What follows belongs to an exercise in optimizing a design on an open flow for small area and few clock cycles per item; a production flow would make more cautious choices. The RTL was checked by simulation tests, not by an equivalence proof against the original design. No activity file was given, so power comes from the tool's default toggle rates.

## build 22
Design vs23_setmode, start of the top module:
module vs23_setmode (
    input  wire        clk,
    input  wire        rst,             
    input  wire        cmd_valid,
    output wire        cmd_ready,
    input  wire [31:0] cmd_modesel,     
    output wire        tx_valid,
    input  wire        tx_ready,
    output wire        tx_reg,          
    output wire [19:0] tx_addr,         
    output wire [1:0]  tx_len,          
    output wire [31:0] tx_data,         
    output wire [7:0]  err,
    output wire        mode_valid,
    output wire        std_pal,
    output wire        std_il,
    output wire [7:0]  mode_index,
    output wire [19:0] pitch,
    output wire [19:0] base,
    output wire [19:0] index_start,
    output wire [15:0] total_lines,
    output wire [15:0] line_len,
    output wire [15:0] pic_start,
    output wire [15:0] pic_end
);
Size: ~650 cells after synthesis, roughly 240 I/O pins, roughly 4300 um2 of cells after synthesis.
==> flow/config.mk <==
export PLATFORM = sky130hd
export DESIGN_NAME = vs23_setmode
export DESIGN_NICKNAME = vs23_setmode
export VERILOG_FILES = /design/flow/design.v
export SDC_FILE = /design/flow/constraint.sdc
export NUM_CORES = 4
export LEC_CHECK = 0
export CAP_MARGIN = 20
export CORE_MARGIN = 2
export CORE_UTILIZATION = 40
export SLEW_MARGIN = 20
==> flow/constraint.sdc <==
create_clock -name core_clock -period 16.0 [get_ports {clk}]
set_input_delay 3.2000 -clock core_clock [delete_from_list [all_inputs] [get_ports {clk}]]
set_output_delay 3.2000 -clock core_clock [all_outputs]
set_load 0.01 [all_outputs]
standard.sh (not shown) runs the stock make flow with config.mk's settings and CLKGATE_MAP_FILE= SYNTH_SCRIPT=/design/flow/synth_recipe.tcl, a recipe that flattens the netlist after the stock synthesis.
==> flow/flow/run.sh <==
#!/bin/bash
# Standard layout with four changes:
#  - after the standard synthesis, the combinational logic between the
#    flip-flops is re-mapped by ABC for area (flip-flops kept as they are);
#  - ports are buffered with the smallest buffer (sky130_fd_sc_hd__buf_1);
#  - constant outputs share one tie cell instead of one tie cell each;
#  - the clock tree uses clkbuf_8 buffers and no dummy loads.
set -euo pipefail
here=$(pwd)
R=$here/orfs/results/$FLOW_PLATFORM/vs23_setmode/base
YOSYS=${YOSYS_EXE:-$FLOW_HOME/../tools/install/yosys/bin/yosys}
export BUFFER_PORTS_ARGS="-buffer_cell sky130_fd_sc_hd__buf_1"
export SKIP_REPAIR_TIE_FANOUT=1
# clock tree: clkbuf_8 buffers (the default picks clkbuf_16), no dummy loads
export CTS_ARGS="-sink_clustering_enable -repair_clock_nets -dont_use_dummy_load -buf_list {sky130_fd_sc_hd__clkbuf_16} -sink_clustering_size 64 -sink_clustering_max_diameter 500"

# 1. standard synthesis
bash standard.sh synth > synth.log 2>&1
cp -p $R/1_2_yosys.v $R/1_2_yosys_std.v

# 2. re-map the logic between the flip-flops
RESYN_LIB=$FLOW_HOME/platforms/sky130hd/lib/sky130_fd_sc_hd__tt_025C_1v80.lib \
RESYN_DONT_USE="$(cat flow/dont_use.txt)" \
RESYN_IN=$R/1_2_yosys_std.v RESYN_TOP=$FLOW_TOP \
RESYN_WORK=$here RESYN_SEEDS="0" RESYN_T=20 RESYN_LOG=$here/resyn_seeds.log \
RESYN_STAT=$here/resyn_stat.txt RESYN_OUT=$R/1_2_yosys_resyn.v \
  $YOSYS -c flow/resyn.tcl > resyn.log 2>&1
cp $R/1_2_yosys_resyn.v $R/1_2_yosys.v
rm -f $R/1_synth.odb $R/1_synth.sdc

# 3. the rest of the standard flow
bash standard.sh > standard.log 2>&1
==> flow/flow/resyn.tcl <==
# Re-map the combinational logic of the standard synthesis for area.
# Every flip-flop instance of the standard netlist is kept as it is (same
# name, same cell); only the gates between them are re-optimised by ABC.
# ABC's deep synthesis is run with a few random seeds; the smallest mapped
# result is kept.
yosys -import
set lib $::env(RESYN_LIB)
set dont_use $::env(RESYN_DONT_USE)
set top $::env(RESYN_TOP)
yosys read_liberty -ignore_miss_func $lib
yosys read_verilog $::env(RESYN_IN)
yosys hierarchy -top $top
# keep sequential cells as instances
yosys setattr -mod -set keep_hierarchy 1 {sky130_fd_sc_hd__*df*} {sky130_fd_sc_hd__*dl*}
yosys flatten
yosys opt_clean -purge
set du {}
foreach c $dont_use { lappend du -dont_use $c }
yosys design -save pre
set best 1e30
set log [open $::env(RESYN_LOG) w]
foreach seed $::env(RESYN_SEEDS) {
  yosys design -load pre
  set f [open $::env(RESYN_WORK)/resyn_$seed.abc w]
  puts $f "strash\n&get -n\n&deepsyn -T $::env(RESYN_T) -S $seed\n&put\ndch -f\namap"
  close $f
  yosys abc -script $::env(RESYN_WORK)/resyn_$seed.abc -liberty $lib {*}$du $top
  yosys opt_clean -purge
  set st [tee -q -s result.string stat -liberty $lib $top]
  set area 1e30
  regexp {Chip area for module '\\[^']*': ([0-9.]+)} $st -> area
  puts $log "seed $seed area $area"
  flush $log
  if {$area < $best} {
    set best $area
    yosys design -save best
  }
}
puts $log "best $best"
close $log
yosys design -load best
# flattening named wires after the cells' pins; drop those names
yosys rename -hide w:*.*
yosys hilomap -singleton -hicell sky130_fd_sc_hd__conb_1 HI -locell sky130_fd_sc_hd__conb_1 LO
yosys insbuf -buf sky130_fd_sc_hd__buf_4 A X
yosys opt_clean -purge
yosys select -module $top
yosys tee -o $::env(RESYN_STAT) stat -liberty $lib
yosys write_verilog -noattr -nohex -nodec -selected $::env(RESYN_OUT)
Other scripts of this flow, unchanged in this note and not shown: flow/flow/dont_use.txt
Build 22 | stages: all done | timing, DRC, antenna: all pass
Testbench counts of build 22, summed over its fixed seeds: cycles 142,200, commands 72.
Setup changes, build 22 to build 78
- a change of CORE_UTILIZATION from 40 to 55
- a change of CAP_MARGIN from 20 to 0
- a change of SLEW_MARGIN from 20 to 0
diff --git a/flow/flow/run.sh b/flow/flow/run.sh
--- a/flow/flow/run.sh
+++ b/flow/flow/run.sh
@@ -13,5 +13,5 @@
 export SKIP_REPAIR_TIE_FANOUT=1
 # clock tree: clkbuf_8 buffers (the default picks clkbuf_16), no dummy loads
-export CTS_ARGS="-sink_clustering_enable -repair_clock_nets -dont_use_dummy_load -buf_list {sky130_fd_sc_hd__clkbuf_16} -sink_clustering_size 64 -sink_clustering_max_diameter 500"
+export CTS_ARGS="-sink_clustering_enable -repair_clock_nets -dont_use_dummy_load -buf_list {sky130_fd_sc_hd__clkbuf_4 sky130_fd_sc_hd__clkbuf_8} -sink_clustering_size 8"
 
 # 1. standard synthesis
--- outcome ---
Re CTS H-tree depth: no difference whatsoever between build 78 and build 22.
Build 22 leaves more setup margin than build 78.
The global-route wire length before repair reported for build 78 is smaller than that of build 22 by 2.2%.
Per the comparison of build 78 with build 22, via count of the first global-routing pass went up; post-route core utilization went up; count of filler cells inserted in the layout went down; final cell count without fillers went down; total of plain and repair buffers excluding clock buffers went down.
Setup changes, build 78 to build 17
- CAP_MARGIN now 20, was 0
- SLEW_MARGIN now 20, was 0
- CORE_UTILIZATION now 40, was 55
diff --git a/flow/flow/run.sh b/flow/flow/run.sh
--- a/flow/flow/run.sh
+++ b/flow/flow/run.sh
@@ -23,5 +23,5 @@
 RESYN_DONT_USE="$(cat flow/dont_use.txt)" \
 RESYN_IN=$R/1_2_yosys_std.v RESYN_TOP=$FLOW_TOP \
-RESYN_WORK=$here RESYN_SEEDS="0" RESYN_T=20 RESYN_LOG=$here/resyn_seeds.log \
+RESYN_WORK=$here RESYN_SEEDS="0 1 2 3" RESYN_T=90 RESYN_LOG=$here/resyn_seeds.log \
 RESYN_STAT=$here/resyn_stat.txt RESYN_OUT=$R/1_2_yosys_resyn.v \
   $YOSYS -c flow/resyn.tcl > resyn.log 2>&1
### Flow results
- Build 78 → build 17: clock transition at the registers of the reported paths went up 0.02 ns; maximum clock rate shrank by about 1.9%; total standard cell area after synthesis shows a reduction of 18 um2.
- Compare build 78 and build 17 | power share of the combinational group lower: build 17
- Per the comparison of build 17 with build 78, via count went down 93, half-perimeter wire length after detailed placement went up 1.2%.
## Diff of input files: build 34 against build 17
diff --git a/flow/flow/run.sh b/flow/flow/run.sh
--- a/flow/flow/run.sh
+++ b/flow/flow/run.sh
@@ -13,5 +13,5 @@
 export SKIP_REPAIR_TIE_FANOUT=1
 # clock tree: clkbuf_8 buffers (the default picks clkbuf_16), no dummy loads
-export CTS_ARGS="-sink_clustering_enable -repair_clock_nets -dont_use_dummy_load -buf_list {sky130_fd_sc_hd__clkbuf_4 sky130_fd_sc_hd__clkbuf_8} -sink_clustering_size 8"
+export CTS_ARGS="-sink_clustering_enable -repair_clock_nets -dont_use_dummy_load -buf_list {sky130_fd_sc_hd__clkbuf_8} -sink_clustering_size 30 -sink_clustering_max_diameter 500"
 
 # 1. standard synthesis
@@ -23,5 +23,5 @@
 RESYN_DONT_USE="$(cat flow/dont_use.txt)" \
 RESYN_IN=$R/1_2_yosys_std.v RESYN_TOP=$FLOW_TOP \
-RESYN_WORK=$here RESYN_SEEDS="0 1 2 3" RESYN_T=90 RESYN_LOG=$here/resyn_seeds.log \
+RESYN_WORK=$here RESYN_SEEDS="0" RESYN_T=20 RESYN_LOG=$here/resyn_seeds.log \
 RESYN_STAT=$here/resyn_stat.txt RESYN_OUT=$R/1_2_yosys_resyn.v \
   $YOSYS -c flow/resyn.tcl > resyn.log 2>&1
[summary]
- Compare build 34 and build 17 | combinational power lower: build 17
- Build 34 | stages: all done | timing, DRC, antenna: all pass
- Where hold slack is concerned, build 17 is better than build 34.
- As of build 34, first-pass GRT wire length had risen slightly compared to build 17.
- Comparing build 34 and build 17, share of power burned in combinational logic is lower on build 17.
- | final area | build 34 vs build 17 | 1.1% higher |
- Build 34 vs build 17, highest-delay cell along the critical path: sky130_fd_sc_hd__or4b_1 vs sky130_fd_sc_hd__nor4b_1
- Number of sequential storage elements: build 34 vs build 17 — no meaningful difference

Setup of red:
vs23_setmode, a different RTL version from the one above (not shown whole).
Size: ~630 cells after synthesis, about 240 I/O pins, about 0.0043 mm² of cells after synthesis.
==> flow/config.mk <==
export PLATFORM = sky130hd
export DESIGN_NAME = vs23_setmode
export DESIGN_NICKNAME = vs23_setmode
export VERILOG_FILES = /design/flow/design.v
export SDC_FILE = /design/flow/constraint.sdc
export NUM_CORES = 4
export LEC_CHECK = 0
export CAP_MARGIN = 20
export CORE_MARGIN = 2
export CORE_UTILIZATION = 40
export SLEW_MARGIN = 20
==> flow/constraint.sdc <==
create_clock -name core_clock -period 16.0 [get_ports {clk}]
set_input_delay 3.2000 -clock core_clock [delete_from_list [all_inputs] [get_ports {clk}]]
set_output_delay 3.2000 -clock core_clock [all_outputs]
set_load 0.01 [all_outputs]
==> flow/flow/run.sh <==
#!/bin/bash
# Standard layout with four changes:
#  - after the standard synthesis, the combinational logic between the
#    flip-flops is re-mapped by ABC for area (flip-flops kept as they are);
#  - ports are buffered with the smallest buffer (sky130_fd_sc_hd__buf_1);
#  - constant outputs share one tie cell instead of one tie cell each;
#  - the clock tree uses clkbuf_8 buffers and no dummy loads.
set -euo pipefail
here=$(pwd)
R=$here/orfs/results/$FLOW_PLATFORM/vs23_setmode/base
YOSYS=${YOSYS_EXE:-$FLOW_HOME/../tools/install/yosys/bin/yosys}
export BUFFER_PORTS_ARGS="-buffer_cell sky130_fd_sc_hd__buf_1"
export SKIP_REPAIR_TIE_FANOUT=1
# clock tree: clkbuf_8 buffers (the default picks clkbuf_16), no dummy loads
export CTS_ARGS="-sink_clustering_enable -repair_clock_nets -dont_use_dummy_load -buf_list {sky130_fd_sc_hd__clkbuf_4 sky130_fd_sc_hd__clkbuf_8} -sink_clustering_size 8"

# 1. standard synthesis
bash standard.sh synth > synth.log 2>&1
cp -p $R/1_2_yosys.v $R/1_2_yosys_std.v

# 2. re-map the logic between the flip-flops
RESYN_LIB=$FLOW_HOME/platforms/sky130hd/lib/sky130_fd_sc_hd__tt_025C_1v80.lib \
RESYN_DONT_USE="$(cat flow/dont_use.txt)" \
RESYN_IN=$R/1_2_yosys_std.v RESYN_TOP=$FLOW_TOP \
RESYN_WORK=$here RESYN_SEEDS="0 t0 1 t1 2 t2 3 t3 4 t4 5 t5" RESYN_T=50 RESYN_LOG=$here/resyn_seeds.log \
RESYN_STAT=$here/resyn_stat.txt RESYN_OUT=$R/1_2_yosys_resyn.v \
  $YOSYS -c flow/resyn.tcl > resyn.log 2>&1
cp $R/1_2_yosys_resyn.v $R/1_2_yosys.v
rm -f $R/1_synth.odb $R/1_synth.sdc

# 3. the rest of the standard flow
bash standard.sh > standard.log 2>&1
==> flow/flow/resyn.tcl <==
# Re-map the combinational logic of the standard synthesis for area.
# Every flip-flop instance of the standard netlist is kept as it is (same
# name, same cell); only the gates between them are re-optimised by ABC.
# ABC's deep synthesis is run with a few random seeds (with and without
# two-input LUTs); the smallest mapped result is kept.
yosys -import
set lib $::env(RESYN_LIB)
set dont_use $::env(RESYN_DONT_USE)
set top $::env(RESYN_TOP)
yosys read_liberty -ignore_miss_func $lib
yosys read_verilog $::env(RESYN_IN)
yosys hierarchy -top $top
# keep sequential cells as instances
yosys setattr -mod -set keep_hierarchy 1 {sky130_fd_sc_hd__*df*} {sky130_fd_sc_hd__*dl*}
yosys flatten
yosys opt_clean -purge
set du {}
foreach c $dont_use { lappend du -dont_use $c }
yosys design -save pre
set best 1e30
set log [open $::env(RESYN_LOG) w]
foreach seed $::env(RESYN_SEEDS) {
  yosys design -load pre
  set f [open $::env(RESYN_WORK)/resyn_$seed.abc w]
  # a seed written tN runs deep synthesis with two-input LUTs (-t), seed N
  set opt ""
  set sn $seed
  if {[string index $seed 0] eq "t"} { set opt " -t"; set sn [string range $seed 1 end] }
  puts $f "strash\n&get -n\n&deepsyn -T $::env(RESYN_T) -S $sn$opt\n&put\ndch -f\namap"
  close $f
  yosys abc -script $::env(RESYN_WORK)/resyn_$seed.abc -liberty $lib {*}$du $top
  yosys opt_clean -purge
  set st [tee -q -s result.string stat -liberty $lib $top]
  set area 1e30
  regexp {Chip area for module '\\[^']*': ([0-9.]+)} $st -> area
  puts $log "seed $seed area $area"
  flush $log
  if {$area < $best} {
    set best $area
    yosys design -save best
  }
}
puts $log "best $best"
close $log
yosys design -load best
# flattening named wires after the cells' pins; drop those names
yosys rename -hide w:*.*
yosys hilomap -singleton -hicell sky130_fd_sc_hd__conb_1 HI -locell sky130_fd_sc_hd__conb_1 LO
yosys insbuf -buf sky130_fd_sc_hd__buf_4 A X
yosys opt_clean -purge
yosys select -module $top
yosys tee -o $::env(RESYN_STAT) stat -liberty $lib
yosys write_verilog -noattr -nohex -nodec -selected $::env(RESYN_OUT)
Other scripts of this flow, unchanged in this note and not shown: flow/flow/dont_use.txt
Testbench counts of red, summed over its fixed seeds: cycles 142,200, commands 72.
## Diff of input files: blue against red
-- flow/flow/run.sh --
<<< red, line 23
RESYN_DONT_USE="$(cat flow/dont_use.txt)" \
RESYN_IN=$R/1_2_yosys_std.v RESYN_TOP=$FLOW_TOP \
RESYN_WORK=$here RESYN_SEEDS="0 t0 1 t1 2 t2 3 t3 4 t4 5 t5" RESYN_T=50 RESYN_LOG=$here/resyn_seeds.log \
RESYN_STAT=$here/resyn_stat.txt RESYN_OUT=$R/1_2_yosys_resyn.v \
  $YOSYS -c flow/resyn.tcl > resyn.log 2>&1
>>> blue, line 23
RESYN_DONT_USE="$(cat flow/dont_use.txt)" \
RESYN_IN=$R/1_2_yosys_std.v RESYN_TOP=$FLOW_TOP \
RESYN_WORK=$here RESYN_SEEDS="0 1 2 3 4 5 6 7 8 9" RESYN_T=60 RESYN_LOG=$here/resyn_seeds.log \
RESYN_STAT=$here/resyn_stat.txt RESYN_OUT=$R/1_2_yosys_resyn.v \
  $YOSYS -c flow/resyn.tcl > resyn.log 2>&1
-- flow/flow/resyn.tcl --
<<< red, line 2
# Every flip-flop instance of the standard netlist is kept as it is (same
# name, same cell); only the gates between them are re-optimised by ABC.
# ABC's deep synthesis is run with a few random seeds (with and without
# two-input LUTs); the smallest mapped result is kept.
yosys -import
set lib $::env(RESYN_LIB)
>>> blue, line 2
# Every flip-flop instance of the standard netlist is kept as it is (same
# name, same cell); only the gates between them are re-optimised by ABC.
# ABC's deep synthesis is run with a few random seeds; the smallest mapped
# result is kept.
yosys -import
set lib $::env(RESYN_LIB)
<<< red, line 23
  yosys design -load pre
  set f [open $::env(RESYN_WORK)/resyn_$seed.abc w]
  # a seed written tN runs deep synthesis with two-input LUTs (-t), seed N
  set opt ""
  set sn $seed
  if {[string index $seed 0] eq "t"} { set opt " -t"; set sn [string range $seed 1 end] }
  puts $f "strash\n&get -n\n&deepsyn -T $::env(RESYN_T) -S $sn$opt\n&put\ndch -f\namap"
  close $f
  yosys abc -script $::env(RESYN_WORK)/resyn_$seed.abc -liberty $lib {*}$du $top
>>> blue, line 23
  yosys design -load pre
  set f [open $::env(RESYN_WORK)/resyn_$seed.abc w]
  puts $f "strash\n&get -n\n&deepsyn -T $::env(RESYN_T) -S $seed\n&put\ndch -f\namap"
  close $f
  yosys abc -script $::env(RESYN_WORK)/resyn_$seed.abc -liberty $lib {*}$du $top
## What came out
- Delta (blue minus red): effective utilization at floorplan level, sum of met2 wire segment lengths after detailed routing went up by about 14%.
- On overall die area, blue and red are basically level.
- Diff red -> blue: setup slack decreased 0.035 ns, fraction of layout cells with a size suffix above 1 decreased 0.31 points.
- Sort blue and red by share of the cycle needed by the critical path after routing, descending, and blue comes first.

## re-timing with driven ports
In the flow no input, the clock included, has a driving cell. The finished layouts below were timed again as built, in two steps. Step 1 assumes that a clkbuf_16 drives the clock port and a buf_2 every other input. Step 2 also shifts input and output timing later by t, the mid clock arrival at the registers, as if the neighbouring blocks saw the same clock. Three values: ideal, step 1, step 2; two values: the first two.
run | shift t [ns] | setup slack, ns | worst setup path at the end | worst data-port slew with drivers (ns) | pins driven straight from the clock port
build 22 | 0.323 | 7.351 / 7.325 / 7.325 | input to output | 0.03 | 1
build 78 | 0.342 | 7.319 / 7.293 / 7.293 | input to output | 0.04 | 1
build 17 | 0.333 | 7.154 / 7.129 / 7.129 | input to output | 0.03 | 1
build 34 | 0.332 | 7.354 / 7.328 / 7.328 | input to output | 0.03 | 1
red | 0.336 | 7.413 / 7.391 / 7.391 | input to output | 0.04 | 1
blue | 0.335 | 7.378 / 7.355 / 7.355 | input to output | 0.04 | 1
After both steps every run listed still meets setup and hold.
